Context: an optimization exercise on an open-source flow, tuned for small area, a short achievable clock period and few clock cycles per item. The choices shown serve that exercise and are no tape-out recipe. Function was checked by simulation only, so behaviour that the tests miss may differ from the original. Power and IR drop assume default switching activity.

## run A
// s16_decoder
module s16_decoder (
    input  wire        clk,
    input  wire        rst,         
    input  wire        in_valid,
    output wire        in_ready,
    input  wire [31:0] in_word,
    input  wire        in_first,    
    input  wire [15:0] in_len,      
    output reg         out_valid,
    input  wire        out_ready,
    output wire [27:0] out_value,
    output wire        out_last
);
    function automatic [3:0] next_width(input [3:0] s, input [4:0] l);
        begin
            case (s)
                0:  next_width = 1;
                1:  next_width = (l < 15) ? 1 : 2;
                2:  next_width = (l < 8) ? 1 : (l < 15) ? 2 : 1;
                3:  next_width = (l < 8) ? 2 : 1;
                4:  next_width = 2;
                5:  next_width = 3;
                6:  next_width = (l < 4) ? 3 : 4;
                7:  next_width = 4;
                8:  next_width = (l < 3) ? 4 : 5;
                9:  next_width = (l < 5) ? 5 : 4;
                10: next_width = (l < 3) ? 5 : 6;
                11: next_width = (l < 4) ? 6 : 5;
                12: next_width = 7;
                13: next_width = 9;
                default: next_width = 14;
            endcase
        end
    endfunction
    function automatic [4:0] first_width(input [3:0] s);
        begin
  ...
export LEC_CHECK = 0
export CAP_MARGIN = 20
export CORE_MARGIN = 2
export CORE_UTILIZATION = 65
export CTS_BUF_LIST = sky130_fd_sc_hd__clkbuf_8
export CTS_CLUSTER_SIZE = 30
export SETUP_SLACK_MARGIN = 4.6
export SLEW_MARGIN = 20
create_clock -name core_clock -period 8.0 [get_ports {clk}]
standard.sh (not shown) runs the stock make flow with config.mk's settings and CLKGATE_MAP_FILE= SYNTH_SCRIPT=/design/flow/synth_recipe.tcl, a recipe that flattens the netlist after the stock synthesis.
==> flow/flow/run.sh <==
#!/bin/bash
# The standard layout (standard.sh: the standard flow's own synthesis and ORFS flow),
# with the port buffers made from the smallest buffer cell instead of the
# cell buffer_ports picks by itself; timing repair resizes them as needed.
set -euo pipefail
bash standard.sh "BUFFER_PORTS_ARGS=-buffer_cell sky130_fd_sc_hd__buf_1" finish > standard.log 2>&1
Run A closes out successfully: all stages finished, all timing, DRC and antenna checks passed.
Testbench counts of run A, summed over its fixed seeds: cycles 33,211, items 33,203.
#### Input delta (run B over run A)
- a deleted CTS_BUF_LIST that had been sky130_fd_sc_hd__clkbuf_8
- a change of CORE_UTILIZATION from 65 to 40
- a deleted CTS_CLUSTER_SIZE that had been 30
==> summary.txt <==
Run B against run A: number of synthesized register bits stayed essentially flat, transition time at the pin with the least slew margin rose by 38 ps, tightest slew margin relative to the limit decreased 3.0 points, setup slack +5.8 ps, switching power went up about 4%. Going from run A to run B, post-cts resize count grows by 2. Run A → run B: maximum frequency stayed essentially flat, number of buffers other than clock buffers in the final layout now sits higher, fraction of power spent switching nets went down by 0.36 points. Number of vias in the routed layout: run A vs run B, no meaningful difference. Final instance area in run B vs run A: up 4.3%.

========
Another version of the RTL of s16_decoder (not shown whole).
Size: ~530 cells after synthesis, about 61 flip-flops, ~84 I/O pins, roughly 4800 um2 of cells after synthesis.
clock: 8.0 ns
lec_check: 0
cap_margin: 20
core_margin: 2
core_utilization: 80
slew_margin: 20
==> flow/flow/run.sh <==
#!/bin/bash
set -euo pipefail
bash standard.sh \
  "BUFFER_PORTS_ARGS=-buffer_cell sky130_fd_sc_hd__buf_1" \
  "SETUP_SLACK_MARGIN=4.6" \
  "CTS_ARGS=-sink_clustering_enable -repair_clock_nets -buf_list sky130_fd_sc_hd__clkbuf_8 -sink_clustering_size 64 -sink_clustering_max_diameter 300 -dont_use_dummy_load" \
  finish > standard.log 2>&1
The baseline passed the timing, design-rule and antenna checks.
Testbench counts at the start, summed over its fixed seeds: cycles 33,211, items 33,203.
Next try:
==> flow/flow/run.sh (replaced) <==
#!/bin/bash
set -euo pipefail
bash standard.sh \
  "BUFFER_PORTS_ARGS=-buffer_cell sky130_fd_sc_hd__buf_1" \
  "SETUP_SLACK_MARGIN=4.6" \
  "CTS_ARGS=-sink_clustering_enable -repair_clock_nets -buf_list sky130_fd_sc_hd__clkbuf_8 -sink_clustering_size 30 -dont_use_dummy_load" \
  finish > standard.log 2>&1
Settings changed: CORE_UTILIZATION 80 to 70.
After rerunning: The changed run completed without violations. Worst hold slack degrades by 8.7 ps. Wire length went down by 22%. Core utilization decreases by 12 points. Maximum frequency grows by 0.84%. Synthesized cell count does not change. Via count fell by 15%. Worst setup slack is better by 30 ps.
Next try:
==> flow/flow/run.sh (replaced) <==
#!/bin/bash
set -euo pipefail
bash standard.sh \
  "BUFFER_PORTS_ARGS=-buffer_cell sky130_fd_sc_hd__buf_1" \
  "SETUP_SLACK_MARGIN=${MARGIN:-4.6}" \
  "CTS_ARGS=-sink_clustering_enable -repair_clock_nets -buf_list sky130_fd_sc_hd__clkbuf_8 -sink_clustering_size 30 -dont_use_dummy_load" \
  finish > standard.log 2>&1
=>
- utilization is unchanged
- design area stays the same
- final cell count is unchanged
- fmax is unchanged
- register-to-register slack stays flat
- wire length stays the same
- first-iteration DRC count does not change
- setup slack does not change
Next try:
==> flow/flow/run.sh (replaced) <==
#!/bin/bash
set -euo pipefail
bash standard.sh \
  "BUFFER_PORTS_ARGS=-buffer_cell sky130_fd_sc_hd__buf_1" \
  "SETUP_SLACK_MARGIN=4.6" \
  "CTS_ARGS=-sink_clustering_enable -repair_clock_nets -buf_list sky130_fd_sc_hd__clkbuf_8 -sink_clustering_size 30 -dont_use_dummy_load" \
  finish > standard.log 2>&1
Settings changed: ABC_AREA from default to 1.
Effect: Power climbs by 8.9%; worst setup slack gains 37 ps; routed wire length climbs by 19%; sequential share of layout area drops by 1.3 points; synthesized area climbs by about 3%; non-clock buffer count climbs by 6.

========
## run 1
s16_decoder, a different RTL version from the one above (not shown whole).
Size: ~600 cells after synthesis, roughly 89 flip-flops, roughly 84 I/O pins, about 5900 um^2 of cells after synthesis.
Settings: LEC_CHECK=0, CAP_MARGIN=20, CORE_MARGIN=2, CORE_UTILIZATION=65, SLEW_MARGIN=20; clock period 8.0 ns.
==> flow/flow/run.sh <==
#!/bin/bash
set -euo pipefail
bash standard.sh \
  "BUFFER_PORTS_ARGS=-buffer_cell sky130_fd_sc_hd__buf_1" \
  "SETUP_SLACK_MARGIN=5.45" \
  "CTS_ARGS=-sink_clustering_enable -repair_clock_nets -buf_list {sky130_fd_sc_hd__clkbuf_4 sky130_fd_sc_hd__clkbuf_8} -sink_clustering_size 16 -dont_use_dummy_load" \
  finish > standard.log 2>&1
Run 1: PASS, flow complete, no timing, DRC or antenna violations
Testbench counts of run 1, summed over its fixed seeds: cycles 33,211, items 33,203.
Setup changes, run 1 to run 2
==> flow/flow/run.sh <==
#!/bin/bash
set -euo pipefail
bash standard.sh \
  "BUFFER_PORTS_ARGS=-buffer_cell sky130_fd_sc_hd__buf_1" \
  "SETUP_SLACK_MARGIN=5.35" \
  "CTS_ARGS=-sink_clustering_enable -repair_clock_nets -buf_list sky130_fd_sc_hd__clkbuf_8 -sink_clustering_size 30 -dont_use_dummy_load" \
  finish > standard.log 2>&1
--- outcome ---
- Per the comparison of run 2 with run 1, number of standard cells in the layout, taps in and fillers out has decreased, power share of the clock group has increased, sequential standard cell area has remained practically unchanged, leakage power total has decreased, initial core utilization has remained practically unchanged.
- On run 2: share of post-route cells with drive strength above 1 is 0.99 points lower than what run 1 gave.
- Run 2 leaves less setup margin than run 1.
- Comparing run 1 against run 2, there is no change at all in number of flops mapped to enable cells by yosys.
- The total sequential power was comparable across run 2 and run 1.
- The sequential portion of the cell area of run 2 and that of run 1 are within noise of each other.
- Status: power consumption parity (run 2, run 1)
Input changes introduced in run 3 (baseline for comparison: run 2):
Settings: CORE_UTILIZATION now 72, was 65.
--- a/flow/flow/run.sh
+++ b/flow/flow/run.sh
@@ -5 +5 @@
-  "SETUP_SLACK_MARGIN=5.35" \
+  "SETUP_SLACK_MARGIN=5.45" \
### Flow results
Changes observed in run 3 relative to run 2: logic gate share of total power now sits higher; routed length on met2 up 3.6%; first-pass GRT wire length went up about 2.2%; post-synthesis share of cell area spent on full adders, half adders and majority gates about even; non-clock buffer count increased by 1 relative to the old numbers.
Against run 2, run 3 reports a post-layout minimum cycle time that is higher.
Run 2 vs run 3, timing startpoint of the critical path: in_len[14] vs in_len[1]
## Diff of input files: run 4 against run 3
Settings: swapping 72 for 65 in CORE_UTILIZATION.
--- a/flow/flow/run.sh
+++ b/flow/flow/run.sh
@@ -5 +5 @@
-  "SETUP_SLACK_MARGIN=5.45" \
+  "SETUP_SLACK_MARGIN=5.55" \
[summary]
Run 4 did not stop at any stage, and its layout met the timing, design-rule and antenna checks. Run 3 completed every stage of the flow, and the final layout passed the timing, design-rule and antenna checks. Run 3 → run 4: die height went up; placed wire-length estimate went up; share of flip-flops with an asynchronous set or reset did not really move. Diff run 3 and run 4: final area higher in run 4. Compared with run 3, run 4 shows wire length reported by the detailed router that has gone down slightly. Delta (run 4 minus run 3): worst ir drop on vdd -about 30%; post-route total power grew by about 0.65%; core utilization shows a reduction of 6.3 points. Min area growth from synthesis to layout across run 3 and run 4: run 3. Fraction of power consumed by sequential logic: run 4 < run 3. There was hardly any difference in met2 routed wirelength between run 4 and run 3. For run 4, the start point of the critical path was in_len[15], unlike run 3, where it was in_len[1].

-- port drivers added, routing unchanged --
The results above use ideal ports. As a check the final layouts listed here were re-extracted and re-timed, cells and wires unchanged.
Step 1 assumes that a clkbuf_16 drives the clock port and a buf_2 every other input.
Step 2 times the ports against the registers' clock, not the clock port: input delays grow and output delays shrink by t, the midpoint of the rising clock arrivals with the driver on.
a / b / c = ideal ports / drivers / drivers and shift; a / b = the first two.
run	t (ns)	slack for setup (ns)	worst hold slack (ns)
run A	0.376	4.386 / 4.355 / 4.355	0.675 / 0.675 / 0.675
run B	0.371	4.392 / 4.358 / 4.358	0.687 / 0.687 / 0.687
the first run of note 2	0.376	4.362 / 4.322 / 4.294	0.694 / 0.694 / 0.694
the second run of note 2	0.359	4.392 / 4.356 / 4.356	0.685 / 0.685 / 0.685
the third run of note 2	0.359	4.392 / 4.356 / 4.356	0.685 / 0.685 / 0.685
the fourth run of note 2	0.373	4.430 / 4.407 / 4.264	0.639 / 0.639 / 0.639
run 1	0.390	5.411 / 5.414 / 5.024	0.526 / 0.526 / 0.526
run 2	0.388	5.355 / 5.365 / 4.978	0.529 / 0.529 / 0.529
run 3	0.378	5.352 / 5.356 / 4.979	0.581 / 0.581 / 0.581
run 4	0.375	5.314 / 5.316 / 4.941	0.551 / 0.551 / 0.551
After both steps setup and hold are still met in every run listed. For run 1, which loses most, drivers alone change the setup slack by +0.003 ns; drivers and shift together by -0.387 ns.
